Context: an optimization exercise on an open-source flow, tuned for small area, a short achievable clock period and few clock cycles. The choices shown serve that exercise and are no tape-out recipe. In this exercise RTL edits were held to simulation tests only and were not proved equivalent to the original. Power and IR drop assume default switching activity.

== red ==
## jenkins_lookup3_mixer
module jenkins_lookup3_mixer (
    input  wire        clk,
    input  wire        rst,         
    input  wire        cmd_valid,
    output wire        cmd_ready,
    input  wire [35:0] cmd_data,
    output wire        rsp_valid,
    input  wire        rsp_ready,
    output wire [35:0] rsp_data,
    output wire        done
);
Size in the first run: ~1800 cells after synthesis, ~210 flip-flops, about 79 I/O pins.
Settings: LEC_CHECK=0, CAP_MARGIN=20, CORE_MARGIN=2, CORE_UTILIZATION=40, PLACE_DENSITY=0.45, SETUP_SLACK_MARGIN=3.2, SLEW_MARGIN=20, TNS_END_PERCENT=0; clock period 6.0 ns.
run.sh (not shown) runs the stock make flow with config.mk's settings and CLKGATE_MAP_FILE= SYNTH_SCRIPT=/design/flow/synth_recipe.tcl, a recipe that flattens the netlist after the stock synthesis.
Testbench counts of red, summed over its fixed seeds: cycles 6,729.
--- input diff red..blue ---
Settings: a change of PLACE_DENSITY from 0.45 to 0.55; a change of CORE_UTILIZATION from 40 to 50; a change of SETUP_SLACK_MARGIN from 3.2 to 3.5.
Findings:
- blue has completed all stages; timing, DRC and antenna checks passed.
- From red to blue the numbers moved as follows: data arrival time of the critical path has increased, core utilization rose by 13 points, multi-input combinational cell count closely matched the old numbers, post-route total power decreased by 0.028 mW relative to the old numbers, largest voltage drop on the vdd net grew by 8.1%.
- red has a lower clock buffer count than blue.
- There was hardly any difference in register-to-register slack between red and blue.
Here is what was changed in the inputs of green compared with blue.
Settings: changing CORE_UTILIZATION from 50 to 40; setting CTS_BUF_LIST to sky130_fd_sc_hd__clkbuf_4 sky130_fd_sc_hd__clkbuf_8 for the first time; changing PLACE_DENSITY from 0.55 to 0.45.
==> notes.md <==
The worst-margin pin slew reported for green is smaller than that of blue by 0.38 ns. Delta (green minus blue): later-pin clock latency in the skew report now sits higher; met3 track demand over resource in global routing shrank by 3.1 points. Met1 global-route usage: green vs blue down 7.2 points. Diff blue -> green: global-route usage down 5.7 points, leakage power summed over all cells up about 0.8%, power flat, worst setup slack down 0.069 ns, via count of the first global-routing pass down 182.
What orange does differently from green at the input level:
Settings: changing CORE_UTILIZATION from 40 to 45; removing CTS_BUF_LIST (formerly sky130_fd_sc_hd__clkbuf_4 sky130_fd_sc_hd__clkbuf_8); changing PLACE_DENSITY from 0.45 to 0.5.
Results
For the number of buffers and inverters on the critical path, orange came in 1 lower than green did.
On orange: met2 layer wire length in the routed design is 2.6% lower than what green gave.
No run among orange and green stopped early or left any final violation; all are clean.
r1[25] as the start point of the critical path was reported by orange, and sf14_q by green.
Between orange and green, area of the placeable core is higher for green, orange comes in under that.
The sum of routed wire length over all layers of orange falls short of that of green by 7.2%.

* * *

Starting RTL as in the previous note.
make LEC_CHECK=0 CAP_MARGIN=20 CORE_MARGIN=2 CORE_UTILIZATION=40 SETUP_SLACK_MARGIN=3.0 SLEW_MARGIN=20 finish   # period 6.0 ns
Testbench counts at the start, summed over its fixed seeds: cycles 6,729.
==> next run, changes <==
Settings changed: CTS_BUF_LIST set to sky130_fd_sc_hd__clkbuf_4 sky130_fd_sc_hd__clkbuf_8, PLACE_DENSITY set to 0.45.
Outcome: The changed run finished with timing, DRC and antenna clean; first-iteration DRC count decreases by about 18%; total power increases by 2.3%; setup slack is better by 0.051 ns; final area increases by 1.6%; die area does not change.

* * *

Starting RTL as in the previous note.
make LEC_CHECK=0 CAP_MARGIN=20 CORE_MARGIN=2 CORE_UTILIZATION=40 PLACE_DENSITY=0.45 SETUP_SLACK_MARGIN=3.5 SLEW_MARGIN=20 TNS_END_PERCENT=5 finish   # period 6.0 ns
Testbench counts at the start, summed over its fixed seeds: cycles 6,729.
Change:
Settings changed: SETUP_SLACK_MARGIN 3.5 to 3.0, TNS_END_PERCENT 5 to default.
=> The new run passed the timing, design-rule and antenna checks; combinational power goes up by roughly a tenth; worst hold slack improved by 0.0065 ns; final cell count goes up by a few percent; sequential share of layout area goes down by 2.0 points; total power goes up by a little under a tenth; final area goes up by a little under a tenth; critical path depth is unchanged; clock skew goes up by 0.018 ns.

re-timing with driven ports:
The flow's constraints put no driver on any port. The routed layouts listed below were extracted and timed again, unchanged, in two steps.
Step 1: set_driving_cell puts a clkbuf_16 on clk and a buf_2 on each other input, an assumption about the parent block.
Step 2, shift: input delay + t, output delay - t, t = (earliest + latest rising clock arrival at the registers) / 2. This alone moves slack from input paths to output paths.
Three values: no drivers, after step 1, after step 2; two values: the first two.
run	shift t [ns]	slack for setup (ns)	worst data-port slew with drivers (ns)
red	0.613	2.627 / 2.627 / 2.068	0.04
blue	0.579	2.628 / 2.628 / 2.185	0.04
green	0.655	2.559 / 2.559 / 1.999	0.04
orange	0.603	2.530 / 2.530 / 2.083	0.04
the first run of note 2	0.594	2.582 / 2.582 / 2.312	0.06
the second run of note 2	0.645	2.633 / 2.633 / 2.286	0.06
the first run of note 3	0.601	2.575 / 2.575 / 2.081	0.04
the second run of note 3	0.622	2.593 / 2.593 / 2.312	0.06
After both steps setup and hold are still met in every run listed. The setup slack of green, which loses most, moves by 0.000 ns with the drivers and by -0.560 ns with both steps.
